From an optimization exercise on the open Yosys and OpenROAD flow, aimed at small area; shortcuts taken in it are not production practice. Function not checked in this run: the RTL went through the layout flow alone. Power and IR drop assume default switching activity.

==> design/flow/design.v <==
module wt440hrx_core #(
    parameter [31:0] BIT_LEN      = 32'd2000,
    parameter [31:0] TOL          = 32'd200,
    parameter [31:0] DEDUP_WINDOW = 32'd1000000,
    parameter        LAYOUT       = 0
) (
    input  wire               clk,
    input  wire               rst,
    input  wire               edge_valid,
    input  wire [31:0]        edge_ts,
    output wire               bit_valid,
    output wire               bit_value,
    output wire [31:0]        bit_ts,
    output wire               fr_valid,
    output wire               fr_dup,
    output wire               rd_valid,
    output wire [3:0]         rd_house,
    output wire [1:0]         rd_channel,
    output wire [1:0]         rd_status,
    output wire               rd_batt,
    output wire [7:0]         rd_hum,
    output wire [7:0]         rd_tint,
    output wire [3:0]         rd_tfrac,
    output wire [1:0]         rd_seq,
    output wire [31:0]        rd_ts,
    output wire [2:0]         rd_channel_rep,
    output wire signed [12:0] rd_temp_x16
);
    localparam [31:0] BIT_LOW      = BIT_LEN - TOL;
    localparam [31:0] BIT_HIGH     = BIT_LEN + TOL;
    localparam [31:0] HALFBIT_LOW  = (BIT_LEN >> 1) - (TOL >> 1);
    localparam [31:0] HALFBIT_HIGH = (BIT_LEN >> 1) + (TOL >> 1);
    wire [31:0] nts = ~edge_ts;
    reg        ld_first;    
    reg        ld_half;     
    reg [31:0] n_last;      
    reg [31:0] n_prev;      
    reg [5:0]  idx;         
    reg [1:0]  csum;        
    reg [29:0] sr;          
    reg        dd_valid;
    reg [27:0] dd_f;        
    reg [31:0] n_dd;        
    wire [31:0] d, g, age;
    wt440_add32p1 u_d (.x(edge_ts), .y(n_last), .s(d));
    wt440_add32p1 u_g (.x(edge_ts), .y(n_prev), .s(g));
    wt440_add32p1 u_a (.x(edge_ts), .y(n_dd),   .s(age));
    wire in_full = (d >= BIT_LOW) && (d <= BIT_HIGH);
    wire in_half = (d >= HALFBIT_LOW) && (d <= HALFBIT_HIGH);
    wire emit    = !ld_first && (ld_half ? in_half : in_full);
    assign bit_valid = edge_valid && !rst && emit;
    assign bit_value = ld_half;
    assign bit_ts    = edge_ts;
    always @(posedge clk) begin
        if (rst)
            ld_first <= 1'b1;
        else if (edge_valid)
            ld_first <= 1'b0;
    end
    always @(posedge clk) begin
        if (edge_valid) begin
            ld_half <= !ld_first && !ld_half && in_half;
            n_last  <= nts;
        end
    end
    wire idx0       = (idx == 6'd0);
    wire pre_idx    = (idx[5:2] == 4'd0);
    wire last_bit   = (idx == 6'd35);
    wire spacing_ok = idx0 || ((g >= BIT_LOW) && (g <= BIT_HIGH));
    wire pre_ok     = !pre_idx || (bit_value == !idx[1]);
    wire accept     = spacing_ok && pre_ok;
    wire parity_ok  = !csum[0] && (csum[1] == bit_value);
    assign fr_valid = bit_valid && accept && last_bit && parity_ok;
    always @(posedge clk) begin
        if (rst)
            idx <= 6'd0;
        else if (bit_valid)
            idx <= (!accept || last_bit) ? 6'd0 : idx + 6'd1;
    end
    always @(posedge clk) begin
        if (bit_valid) begin
            if (pre_idx)
                csum <= 2'b11;
            else if (idx[0])
                csum[1] <= csum[1] ^ bit_value;
            else
                csum[0] <= csum[0] ^ bit_value;
        end
    end
    always @(posedge clk) begin
        if (bit_valid && idx != 6'd34)
            sr <= {sr[28:0], bit_value};
    end
    always @(posedge clk) begin
        if (bit_valid)
            n_prev <= nts;
    end
    assign rd_house   = sr[29:26];
    assign rd_channel = sr[25:24];
    assign rd_status  = sr[23:22];
    assign rd_batt    = sr[21];
    assign rd_hum     = {1'b0, sr[20:14]};
    assign rd_tint    = sr[13:6];
    assign rd_tfrac   = sr[5:2];
    assign rd_seq     = sr[1:0];
    assign rd_ts      = edge_ts;
    wire same = (sr[29:2] == dd_f);
    assign fr_dup   = dd_valid && same && (age < DEDUP_WINDOW);
    assign rd_valid = fr_valid && !fr_dup;
    always @(posedge clk) begin
        if (rst)
            dd_valid <= 1'b0;
        else if (rd_valid)
            dd_valid <= 1'b1;
    end
    always @(posedge clk) begin
        if (rd_valid) begin
            dd_f <= sr[29:2];
            n_dd <= nts;
        end
    end
    assign rd_channel_rep = {1'b0, rd_channel} + 3'd1;
    assign rd_temp_x16    = {{1'b0, rd_tint} - 9'd50, rd_tfrac};
endmodule
module wt440_add32p1 (
    input  wire [31:0] x,
    input  wire [31:0] y,
    output wire [31:0] s
);
    wire [32:0] c;
    assign c[0] = 1'b1;
    genvar i;
    generate
        for (i = 0; i < 32; i = i + 1) begin : g_fa
            assign s[i]   = x[i] ^ y[i] ^ c[i];
            assign c[i+1] = (x[i] & y[i]) | (x[i] & c[i]) | (y[i] & c[i]);
        end
    endgenerate
endmodule
==> design/flow/constraint.sdc <==
create_clock -name core_clock -period 14.0 [get_ports {clk}]
set_input_delay 2.8000 -clock core_clock [delete_from_list [all_inputs] [get_ports {clk}]]
set_output_delay 2.8000 -clock core_clock [all_outputs]
set_load 0.01 [all_outputs]
==> design/flow/config.mk <==
export PLATFORM = sky130hd
export DESIGN_NAME = wt440hrx_core
export DESIGN_NICKNAME = wt440hrx_core
export VERILOG_FILES = /design/flow/design.v
export SDC_FILE = /design/flow/constraint.sdc
export NUM_CORES = 4
export LEC_CHECK = 0
export CAP_MARGIN = 20
export CORE_MARGIN = 2
export CORE_UTILIZATION = 40
export SLEW_MARGIN = 20
export SYNTH_HIERARCHICAL = 1
==> design/flow/run.sh <==
#!/bin/bash
# synth_recipe.tcl (not shown) runs the flow's synth.tcl, then flattens the netlist and writes it again
# the make line also repeats each setting of config.mk as NAME=value (left out here)
make -C /OpenROAD-flow-scripts/flow DESIGN_CONFIG=/design/flow/config.mk WORK_HOME=/design/flow/orfs CLKGATE_MAP_FILE= SYNTH_SCRIPT=/design/flow/synth_recipe.tcl finish
==> flow_metrics.env <==
export IMPL_end_kind="output pin"
export IMPL_setup_violations=136
export IMPL_required_ns=11.20
export IMPL_cts_tree="yes"
export IMPL_row_count=53
export IMPL_crit_slowest_cell="or4_4"
export IMPL_grt_max_degree=36
export IMPL_grt_remaining_overflow=0
export IMPL_p_seq_frac=0.478
export IMPL_power_density_mw_per_mm2=97.9
export IMPL_synthToLayoutAreaGrowth_pct=36.3
export IMPL_fin_ws_ns=-4.68
export IMPL_max_freq_mhz=53.5
export IMPL_crit_path_frequent_cell="fa_2"
export IMPL_internal_power_mw=0.882
export IMPL_power_leakage_nw=4.11
export IMPL_dp_hpwl_mm=13.4
export IMPL_finalCriticalPeriod_ns=18.68
export IMPL_ctsHoldBuffers=0
export IMPL_mostFrequentLayoutCells="edfxtp_1, clkdlybuf4s50_1, fa_2"
export IMPL_syn_num_nets=679
export IMPL_clk_pin_slew_ns=0.06
export IMPL_drt_wl_total_mm=19.6
export IMPL_max_stage_delay_ns=0.54
export IMPL_so_violations="setup timing"
export IMPL_cts_root_buf="clkbuf_16"
export IMPL_drv_slew=0
export IMPL_crit_arrival_ns=15.88
export IMPL_grtUsageTotal=0.184
export IMPL_clockBufferDepth=2
export IMPL_outcome="failed layout checks"
export IMPL_relSlewSlack=0.534
export IMPL_hold_viol=0
export IMPL_dieArea_sq_mm=0.0228
export IMPL_io_buffers=149
export IMPL_ir_worst_vdd_v=0.0000757
export IMPL_grt_pass1_vias=5199
export IMPL_whs_ns=0.461
export IMPL_ys_warnings_count=7
export IMPL_crit_fanout=3
export IMPL_syn_avg_cell_area_sq_um=15.8
export IMPL_clk_insertion_delay_late_ns=0.43
export IMPL_fin_crit_sh=1.33
export IMPL_place_congestion=0.796
export IMPL_fp_dieH_um=151
export IMPL_syn_area_sq_mm=0.00864
export IMPL_antenna_cells=0
export IMPL_antenna_found_initial=0
export IMPL_synthCells=546
export IMPL_path_class="input port to output pin"
export IMPL_setup_tns_ns=-281.28
export IMPL_die_width_um=151
export IMPL_first_pass_iters=5
export IMPL_clkPwrFrac=0.401
export IMPL_dr_total_vias=4860
export IMPL_final_common_cell="edfxtp_1"
export IMPL_combinationalPowerShare=0.122
export IMPL_hold_class="flip-flop to flip-flop"
export IMPL_nets=837
export IMPL_sw_frac_of_total=0.236
export IMPL_ios=151
export IMPL_numCtsBuffers=17
export IMPL_rsz0062_at_grt="yes"
export IMPL_h_tree_depth=4
export IMPL_drive_gt1_frac=0.282
export IMPL_core_area_sq_mm=0.0211
export IMPL_first_iter_violations=270
export IMPL_worst_slew_pin_transition_ns=0.693
export IMPL_wl_per_cell_um=19.7
export IMPL_maxCapViolations=0
export IMPL_start_util=0.410
export IMPL_p_switching_mw=0.272
export IMPL_clock_sinks=165
export IMPL_drc=0
export IMPL_skew_ns=0.0129
export IMPL_vias_per_cell=4.90
export IMPL_start_kind="input port"
export IMPL_ant_nets=0
export IMPL_grt_pass1_wl_mm=30.4
==> repair_timing <==
action | in CTS | in global routing
pin swaps | 8 | 3
gates cloned | 13 | 0
buffers inserted | 15 | 7
gates resized for setup | 80 | 15
endpoints found under the setup margin | 136 | 136
==> final cells by class <==
type | count | area [sq um]
flip-flops and latches | 165 | 4870
multi-input cells | 252 | 3350
fillers | 1635 | 9310
clock buffers | 17 | 425
well taps | 275 | 344
clock inverters | 14 | 153
inverters | 55 | 235
repair buffers | 213 | 2390
==> sequential cells by signal, indices dropped and copies added (netlist names) <==
| register | count |
|---|---|
| n_prev | 32 |
| n_last | 32 |
| n_dd | 32 |
| dd_valid | 1 |
| ld_half | 1 |
| idx | 6 |
| ld_first | 1 |
| csum | 2 |
| sr | 30 |
| dd_f | 28 |
==> worst paths after layout <==
path,start,cells past startpoint,endpoint,slack (ns)
min,sr[0]$_DFFE_PP_,0,sr[1]$_DFFE_PP_,0.46
max,edge_ts[0],42,fr_valid,-4.68
max reg2reg,n_last[0]$_DFFE_PP_,44,n_dd[11]$_DFFE_PP_,-0.10
min reg2reg,sr[0]$_DFFE_PP_,0,sr[1]$_DFFE_PP_,0.46
==> stage by stage <==
step / std cells / area, sq um / util / power [mW] / setup WS [ns]
floorplan: 546 / 8930 / - / 0.639 / -5.60
global placement: 930 / 10500 / 0.497 / 0.697 / -6.04
detailed placement: 930 / 10500 / 0.497 / 0.698 / -6.09
CTS: 989 / 11800 / 0.557 / 1.16 / -4.79
global route: 991 / 11800 / 0.559 / 1.20 / -4.99
finish: 991 / 11800 / 0.559 / 1.15 / -4.68
==> worst max-delay path: cells and delay by family <==
kind | cells | cell delay, ns
AOI/OAI and AO/OA | 1 | 0.33
adders and majority gates | 31 | 10.50
buffers and inverters | 6 | 0.63
xor gates and xnor gates | 1 | 0.37
and+or+nand+nor | 3 | 1.20
==> layer usage <==
layer	GRT usage	part of all wire	wire, um	vias up
met1	0.252	0.44	8600	2528
met5	0	0	0	-
met3	0.0358	0.040	789	13
met4	0.0495	0.011	221	0
li1	-	-	-	2170
met2	0.305	0.51	9950	149
==> power by group through the flow <==
stage / Sequential (mW) / Clock [mW] / Combinational (mW)
4_1_cts: 0.551 / 0.471 / 0.141
3_5_place_dp: 0.562 / 0 / 0.136
3_3_place_gp: 0.562 / 0 / 0.135
2_1_floorplan: 0.561 / 0 / 0.0783
5_1_grt: 0.552 / 0.492 / 0.157
6_report: 0.551 / 0.462 / 0.140

==> re-timing with driven ports <==
The flow's constraints put no driver on any port. The routed layout listed below was extracted and timed again, unchanged, in two steps. Step 1, drivers: a clkbuf_16 drives clk and a buf_2 each remaining input, both assumed. Step 2 moves the port delays by t, midway between the first and last clock arrival at a register: inputs arrive t later, outputs are due t later. That takes back most of the time a late clock gives input paths. a / b / c = ideal / step 1 / step 2; a / b = the first two.
shift t [ns]: 0.465
slack for setup (ns): -4.682 / -4.732 / -4.732
latest minus earliest clock arrival (ns): 0.013 / 0.012
cell pins on the clock port's net: 1
The setup slack of this run moves by -0.050 ns with the drivers and by -0.050 ns with both steps.
